This design comes from an exercise in tuning for small area, a short achievable clock period and few clock cycles on the open sky130 flow, not from production work. Only simulation tests tie the RTL to the original design; equivalence was not proved.

==> inputs of juniper <==
Design fpc_compress, start of the top module:
module fpc_compress (
    input  wire        clk,
    input  wire        rst,           
    input  wire        start,
    input  wire        cfg_w8,        
    output wire        start_ready,
    input  wire        in_valid,
    output wire        in_ready,
    input  wire [63:0] in_data,
    input  wire        in_last,
    output reg         out_valid,
    input  wire        out_ready,
    output reg  [63:0] out_data,
    output reg  [3:0]  out_bytes,
    output reg         out_last
);
==> flow/config.mk <==
export PLATFORM = sky130hd
export DESIGN_NAME = fpc_compress
export DESIGN_NICKNAME = fpc_compress
export VERILOG_FILES = /design/flow/design.v
export SDC_FILE = /design/flow/constraint.sdc
export NUM_CORES = 4
export LEC_CHECK = 0
export CAP_MARGIN = 20
export CORE_MARGIN = 2
export CORE_UTILIZATION = 40
export PLACE_DENSITY = 0.6
export SLEW_MARGIN = 20
==> flow/constraint.sdc <==
create_clock -name core_clock -period 11.0 [get_ports {clk}]
set_input_delay 2.2000 -clock core_clock [delete_from_list [all_inputs] [get_ports {clk}]]
set_output_delay 2.2000 -clock core_clock [all_outputs]
set_load 0.01 [all_outputs]
standard.sh (not shown) runs the stock make flow with config.mk's settings and CLKGATE_MAP_FILE= SYNTH_SCRIPT=/design/flow/synth_recipe.tcl, a recipe that flattens the netlist after the stock synthesis.
==> flow/flow/run.sh <==
#!/bin/bash
set -euo pipefail
bash standard.sh SETUP_SLACK_MARGIN=7.5 finish > standard.log 2>&1
==> amber: changes against juniper <==
--- a/flow/design.v
+++ b/flow/design.v
@@ -42,15 +42,15 @@
             pad_pend <= 1'b0;
             i_vld    <= 1'b0;
             in_rdy_r <= 1'b0;
             st_rdy_r <= 1'b1;
         end else begin
             act      <= act_nx;
             pad_pend <= pad_nx;
-            in_rdy_r <= act_nx && !stall_nx;
+            in_rdy_r <= act_nx && !stall_nx && !(i_vld_nx && i_fin_nx);
             st_rdy_r <= !act_nx && !(pad_nx && stall_nx);
             if (start_go) begin
                 w8_cur     <= cfg_w8;
                 par        <= 1'b0;
                 first_pend <= 1'b1;
             end
             if (in_go) begin
@@ -70,15 +70,15 @@
     reg        a_vld, a_w8, a_e2, a_first, a_fin;
     reg [63:0] a_v;           
     reg [63:0] a_d;           
     reg [63:0] a_p;           
     reg        lv_fin;        
     wire        ld_a = run && i_vld;
     wire [63:0] p_in = lv_fin ? 64'd0 : a_v;
-    wire [63:0] d_in = (lv_fin ? i_v : i_v - a_v) & {{32{i_w8}}, 32'hffffffff};
+    wire [63:0] d_in = (i_v - p_in) & {{32{i_w8}}, 32'hffffffff};
     always @(posedge clk) begin
         if (rst) begin
             a_vld  <= 1'b0;
             lv_fin <= 1'b1;
         end else begin
             if (run) begin
                 a_vld   <= i_vld;
@@ -223,183 +223,141 @@
             s_x    <= res;
         end
     end
     reg b_pend;
     integer j;
     wire hdr_go = run && b_vld && b_first;
     wire a_go   = run && b_vld && b_e2;
-    wire bb_sel = b_pend && (s_tl != 4'd0);
-    wire bb_go  = run && bb_sel;
+    wire bb_go  = run && b_pend && (s_tl != 4'd0);
     wire ch_go  = hdr_go || a_go || bb_go;
-    wire both   = bb_go && s_fin && hdr_go;
-    wire b_gt8  = ({2'b00, tb} + {1'b0, s_tl}) > 5'd8;
-    wire [23:0] hdr3 = {BYTE_ORDER, LEVEL, b_w8 ? 8'd8 : 8'd4};
     reg [71:0] ch;
     reg [3:0]  ch_len;
     reg        ch_fin;
     always @(*) begin
-        if (bb_sel) begin
+        if (b_pend) begin
             ch     = {8'd0, s_x};
             ch_len = s_tl;
             ch_fin = s_fin;
         end else if (b_e2) begin
             ch     = {s_x, 8'd0};    
             ch_len = s_tl + 4'd1;
             ch_fin = b_fin && (tzf[7] || tzd[7]);
         end else begin
-            ch     = {48'd0, hdr3};
+            ch     = {48'd0, BYTE_ORDER, LEVEL, b_w8 ? 8'd8 : 8'd4};
             ch_len = 4'd3;
             ch_fin = 1'b0;
         end
     end
     reg [63:0] wd [0:2];
-    reg [63:0] od;            
     reg [2:0]  full, lastf;
     reg [3:0]  nb [0:2];
     reg [1:0]  tw;
     reg [2:0]  tb;
-    reg [7:0]  tb_oh;         
-    reg [7:0]  tb_ge;         
     always @(*) begin
         out_valid = full[0];
-        out_data  = od;
+        out_data  = wd[0];
         out_bytes = nb[0];
         out_last  = lastf[0];
     end
     wire         emit = full[0] && out_ready;
     wire [4:0]   sum  = {2'b00, tb} + {1'b0, ch_len};
+    wire [7:0]   tb_oh = 8'd1 << tb;
     wire [7:0]   hbyte = {s_f, s_code, sel_d, code};
     wire         h_ins = !b_pend && b_e2;
     reg  [127:0] win;
     always @(*) begin
         win = {56'd0, ch} << {tb, 3'b000};
         for (j = 0; j < 8; j = j + 1)
             if (h_ins && tb_oh[j]) win[8*j +: 8] = win[8*j +: 8] | hbyte;
     end
-    function [16:0] pk;
-        input       fin;
-        input       go;
-        input [4:0] sm;
-        input [2:0] tbo;
-        reg [1:0] adv;
-        reg       lo_full, hi_full, lo_last, hi_last;
-        reg [3:0] lo_nb, hi_nb;
-        reg [2:0] tbn;
-        begin
-            adv = 2'd0; lo_full = 1'b0; hi_full = 1'b0; lo_last = 1'b0; hi_last = 1'b0;
-            lo_nb = 4'd8; hi_nb = 4'd8; tbn = tbo;
-            if (go) begin
-                if (fin) begin
-                    tbn     = 3'd0;
-                    lo_full = 1'b1;
-                    if (sm > 5'd8) begin
-                        adv     = 2'd2;
-                        hi_full = 1'b1;
-                        hi_last = 1'b1;
-                        hi_nb   = sm[3:0] - 4'd8;
-                    end else begin
-                        adv     = 2'd1;
-                        lo_last = 1'b1;
-                        lo_nb   = sm[3:0];
-                    end
+    reg [1:0] adv;
+    reg       lo_full, hi_full, lo_last, hi_last;
+    reg [3:0] lo_nb, hi_nb;
+    reg [2:0] tb_nx;
+    always @(*) begin
+        adv = 2'd0; lo_full = 1'b0; hi_full = 1'b0; lo_last = 1'b0; hi_last = 1'b0;
+        lo_nb = 4'd8; hi_nb = 4'd8; tb_nx = tb;
+        if (ch_go) begin
+            if (ch_fin) begin
+                tb_nx   = 3'd0;
+                lo_full = 1'b1;
+                if (sum > 5'd8) begin
+                    adv     = 2'd2;
+                    hi_full = 1'b1;
+                    hi_last = 1'b1;
+                    hi_nb   = sum[3:0] - 4'd8;
                 end else begin
-                    tbn = sm[2:0];
-                    if (sm[4]) begin
-                        adv = 2'd2; lo_full = 1'b1; hi_full = 1'b1;
-                    end else if (sm[3]) begin
-                        adv = 2'd1; lo_full = 1'b1;
-                    end
+                    adv     = 2'd1;
+                    lo_last = 1'b1;
+                    lo_nb   = sum[3:0];
+                end
+            end else begin
+                tb_nx = sum[2:0];
+                if (sum[4]) begin
+                    adv = 2'd2; lo_full = 1'b1; hi_full = 1'b1;
+                end else if (sum[3]) begin
+                    adv = 2'd1; lo_full = 1'b1;
                 end
             end
-            pk = {adv, lo_full, hi_full, lo_last, hi_last, lo_nb, hi_nb, tbn};
         end
-    endfunction
-    wire [16:0] pk0 = pk(1'b0, ch_go, sum, tb);
-    wire [16:0] pk1 = pk(1'b1, ch_go, sum, tb);
-    wire [16:0] pks = ch_fin ? pk1 : pk0;
-    wire [1:0] adv     = pks[16:15];
-    wire       lo_full = pks[14];
-    wire       hi_full = pks[13];
-    wire       lo_last = pks[12];
-    wire       hi_last = pks[11];
-    wire [3:0] lo_nb   = pks[10:7];
-    wire [3:0] hi_nb   = pks[6:3];
-    wire [2:0] tb_nx   = pks[2:0];
+    end
     reg [63:0] x0 [0:2];
     reg [63:0] x1 [0:2];
     reg [3:0]  nb0 [0:2];
     reg [3:0]  nb1 [0:2];
     reg [2:0]  lf0, lf1;
     always @(*) begin
         for (k = 0; k < 3; k = k + 1) begin
             x0[k]  = wd[k];
             nb0[k] = nb[k];
             lf0[k] = lastf[k];
             if (ch_go && tw == k) begin
                 for (j = 0; j < 8; j = j + 1)
-                    if (tb_ge[j]) x0[k][8*j +: 8] = win[8*j +: 8];
+                    if (j >= tb) x0[k][8*j +: 8] = win[8*j +: 8];
                 if (lo_full) begin nb0[k] = lo_nb; lf0[k] = lo_last; end
             end
             if (ch_go && tw + 2'd1 == k) begin
                 x0[k] = win[127:64];
                 if (hi_full) begin nb0[k] = hi_nb; lf0[k] = hi_last; end
             end
-            if (both && (b_gt8 ? tw + 2'd2 == k : tw + 2'd1 == k))
-                x0[k][23:0] = hdr3;
             x1[k]  = (k < 2) ? wd[k + 1] : wd[k];
             nb1[k] = (k < 2) ? nb[k + 1] : nb[k];
             lf1[k] = (k < 2) ? lastf[k + 1] : lastf[k];
             if (ch_go && tw == k + 1) begin
                 for (j = 0; j < 8; j = j + 1)
-                    if (tb_ge[j]) x1[k][8*j +: 8] = win[8*j +: 8];
+                    if (j >= tb) x1[k][8*j +: 8] = win[8*j +: 8];
                 if (lo_full) begin nb1[k] = lo_nb; lf1[k] = lo_last; end
             end
             if (ch_go && tw == k) begin
                 x1[k] = win[127:64];
                 if (hi_full) begin nb1[k] = hi_nb; lf1[k] = hi_last; end
             end
-            if (both && (b_gt8 ? tw + 2'd1 == k : tw == k))
-                x1[k][23:0] = hdr3;
         end
     end
-    wire [1:0] tw_00 = tw + pk0[16:15];
-    wire [1:0] tw_01 = tw + pk0[16:15] - 2'd1;
-    wire [1:0] tw_10 = tw + pk1[16:15];
-    wire [1:0] tw_11 = tw + pk1[16:15] - 2'd1;
-    wire [1:0] tw_nx = ch_fin ? (emit ? tw_11 : tw_10) : (emit ? tw_01 : tw_00);
-    wire both_nx = run ? (b_vld && b_e2 && b_fin && a_vld && a_first)
-                       : (b_pend && s_fin && b_vld && b_first);
-    wire [2:0] tb_a   = tb + 3'd1 + s_tl[2:0];
-    wire [3:0] room_a = 4'd8 - {1'b0, tb_a};
-    wire       b_fits = run ? (tl <= room_a) : !b_gt8;
-    assign stall_nx = tw_nx[1] ||
-                      (both_nx && tw_nx != 2'd0 && !(tw_nx == 2'd1 && b_fits));
+    wire [1:0] tw_nx0 = tw + adv;
+    wire [1:0] tw_nx1 = tw + adv - 2'd1;
+    wire [1:0] tw_nx  = emit ? tw_nx1 : tw_nx0;
+    assign stall_nx = tw_nx[1];
     always @(posedge clk) begin
         for (k = 0; k < 3; k = k + 1) begin
             wd[k]    <= emit ? x1[k]  : x0[k];
             nb[k]    <= emit ? nb1[k] : nb0[k];
             lastf[k] <= emit ? lf1[k] : lf0[k];
         end
     end
-    always @(posedge clk)
-        od <= rst ? 64'd0 : (emit ? x1[0] : x0[0]);
     always @(posedge clk) begin
         if (rst) begin
             full    <= 3'b000;
             tw      <= 2'd0;
             tb      <= 3'd0;
-            tb_oh   <= 8'd1;
-            tb_ge   <= 8'hff;
             stall_r <= 1'b0;
             b_pend  <= 1'b0;
         end else begin
             tw      <= tw_nx;
-            tb      <= both ? 3'd3 : tb_nx;
-            tb_oh   <= both ? 8'h08 : 8'd1 << tb_nx;
-            tb_ge   <= both ? 8'hf8 : 8'hff << tb_nx;
+            tb      <= tb_nx;
             stall_r <= stall_nx;
             if (run)
                 b_pend <= a_go;
             full[0] <= (tw_nx != 2'd0);
             full[1] <= tw_nx[1];
             full[2] <= (tw_nx == 2'd3);
         end
Settings changed: CORE_UTILIZATION 40 to 60, CTS_BUF_LIST from default to sky130_fd_sc_hd__clkbuf_16, CTS_CLUSTER_DIAMETER from default to 50, CTS_CLUSTER_SIZE from default to 25, PLACE_DENSITY 0.6 to 0.75.
==> lagoon: changes against juniper <==
--- a/flow/design.v
+++ b/flow/design.v
@@ -377,15 +377,15 @@
         for (k = 0; k < 3; k = k + 1) begin
             wd[k]    <= emit ? x1[k]  : x0[k];
             nb[k]    <= emit ? nb1[k] : nb0[k];
             lastf[k] <= emit ? lf1[k] : lf0[k];
         end
     end
     always @(posedge clk)
-        od <= rst ? 64'd0 : (emit ? x1[0] : x0[0]);
+        od <= (tw_nx != 2'd0) ? (emit ? x1[0] : x0[0]) : 64'd0;
     always @(posedge clk) begin
         if (rst) begin
             full    <= 3'b000;
             tw      <= 2'd0;
             tb      <= 3'd0;
             tb_oh   <= 8'd1;
             tb_ge   <= 8'hff;
==> tundra: changes against juniper <==
--- a/flow/design.v
+++ b/flow/design.v
@@ -248,24 +248,23 @@
         end else begin
             ch     = {48'd0, hdr3};
             ch_len = 4'd3;
             ch_fin = 1'b0;
         end
     end
     reg [63:0] wd [0:2];
-    reg [63:0] od;            
     reg [2:0]  full, lastf;
     reg [3:0]  nb [0:2];
     reg [1:0]  tw;
     reg [2:0]  tb;
     reg [7:0]  tb_oh;         
     reg [7:0]  tb_ge;         
     always @(*) begin
         out_valid = full[0];
-        out_data  = od;
+        out_data  = wd[0];
         out_bytes = nb[0];
         out_last  = lastf[0];
     end
     wire         emit = full[0] && out_ready;
     wire [4:0]   sum  = {2'b00, tb} + {1'b0, ch_len};
     wire [7:0]   hbyte = {s_f, s_code, sel_d, code};
     wire         h_ins = !b_pend && b_e2;
@@ -376,16 +375,14 @@
     always @(posedge clk) begin
         for (k = 0; k < 3; k = k + 1) begin
             wd[k]    <= emit ? x1[k]  : x0[k];
             nb[k]    <= emit ? nb1[k] : nb0[k];
             lastf[k] <= emit ? lf1[k] : lf0[k];
         end
     end
-    always @(posedge clk)
-        od <= rst ? 64'd0 : (emit ? x1[0] : x0[0]);
     always @(posedge clk) begin
         if (rst) begin
             full    <= 3'b000;
             tw      <= 2'd0;
             tb      <= 3'd0;
             tb_oh   <= 8'd1;
             tb_ge   <= 8'hff;
==> qor summary <==
| item | juniper | lagoon | amber | tundra |
|---|---|---|---|---|
| Slowest Stage Delay on Critical Path | 0.42 ns | 0.56 ns | 1.03 ns | 0.44 ns |
| Die extent in x | 557 um | 557 um | 448 um | 552 um |
| Count of non-CTS buffers in the layout | 714 | 766 | 534 | 673 |
| Worst setup path endpoint | st_rdy_r | od[3] | full[0] | in_rdy_r |
| Met3 track demand over resource | 3.84% | 4.34% | 8.96% | 3.80% |
| Portion of the layout cell area used by clock cells | 7.20% | 6.67% | 5.91% | 6.79% |
| Worst Path Buf+Inv | 3 | 6 | 1 | 1 |
| Tcrit/Tclk final | 37.9% | 41.1% | 36.2% | 36.2% |
| Area growth from synthesis to final layout | 20.2% | 21.0% | 15.2% | 19.4% |
| Total track usage | 26.0% | 26.5% | 38.1% | 25.4% |
| Vias per cell | 6.18 | 6.29 | 7.24 | 6.22 |
| Final HPWL from detailed placement | 233 mm | 242 mm | 220 mm | 227 mm |
| Count of flip-flops with a built-in enable after synthesis | 2584 | 2584 | 2648 | 2648 |
| Pre-CTS worst setup slack | 5.50 ns | 5.08 ns | 5.23 ns | 5.70 ns |
| Worst min-delay path startpoint | a_e2 | i_e2 | i_e2 | a_e2 |
| Core area | 305000 um2 | 303000 um2 | 195000 um2 | 299000 um2 |
| Routability-driven placement congestion ratio | 0.945 | 0.959 | 0.989 | 0.959 |
| Number of sinks driven by the clock tree | 2972 | 2972 | 2893 | 2908 |
| Synth Area in Simple Gates | 8.09% | 7.98% | 7.19% | 7.17% |
| Number of distinct library cells after synthesis | 93 | 92 | 93 | 91 |
| Status | complete, no violations | complete, no violations | complete, no violations | complete, no violations |
| Number of non-clock inverters | 119 | 125 | 109 | 121 |
| Deepest level of the CTS H-tree | 5 | 5 | 4 | 5 |
| Number of global-route vias before repair | 81100 | 80500 | 77800 | 77900 |
| TritonRoute pass-1 iters | 9 | 7 | 12 | 8 |
| Fill cell instance count of the final layout | 26100 | 25700 | 12400 | 25600 |
Testbench counts of juniper, summed over its fixed seeds: cycles 8,120.
Testbench counts of amber, summed over its fixed seeds: cycles 8,162.
Testbench counts of lagoon, summed over its fixed seeds: cycles 8,120.
Testbench counts of tundra, summed over its fixed seeds: cycles 8,120.

[what the ideal ports hide]
The results above use ideal ports. As a check the final layouts listed here were re-extracted and re-timed, cells and wires unchanged.
Step 1: set_driving_cell puts a clkbuf_16 on clk and a buf_2 on each other input, an assumption about the parent block.
Step 2 times the ports against the registers' clock, not the clock port: input delays grow and output delays shrink by t, the midpoint of the rising clock arrivals with the driver on.
a / b / c = no drivers / after step 1 / after step 2; a / b = the first two.
| run | t, ns | slack for setup (ns) | worst data-port slew with drivers (ns) |
|---|---|---|---|
| juniper | 1.014 | 6.833 / 6.833 / 6.627 | 0.04 |
| amber | 0.979 | 7.013 / 7.013 / 6.517 | 0.11 |
| lagoon | 0.954 | 6.483 / 6.483 / 6.479 | 0.15 |
| tundra | 0.960 | 7.022 / 7.022 / 6.304 | 0.11 |
After both steps setup and hold are still met in every run listed. For tundra, which loses most, drivers alone change the setup slack by 0.000 ns; drivers and shift together by -0.718 ns.
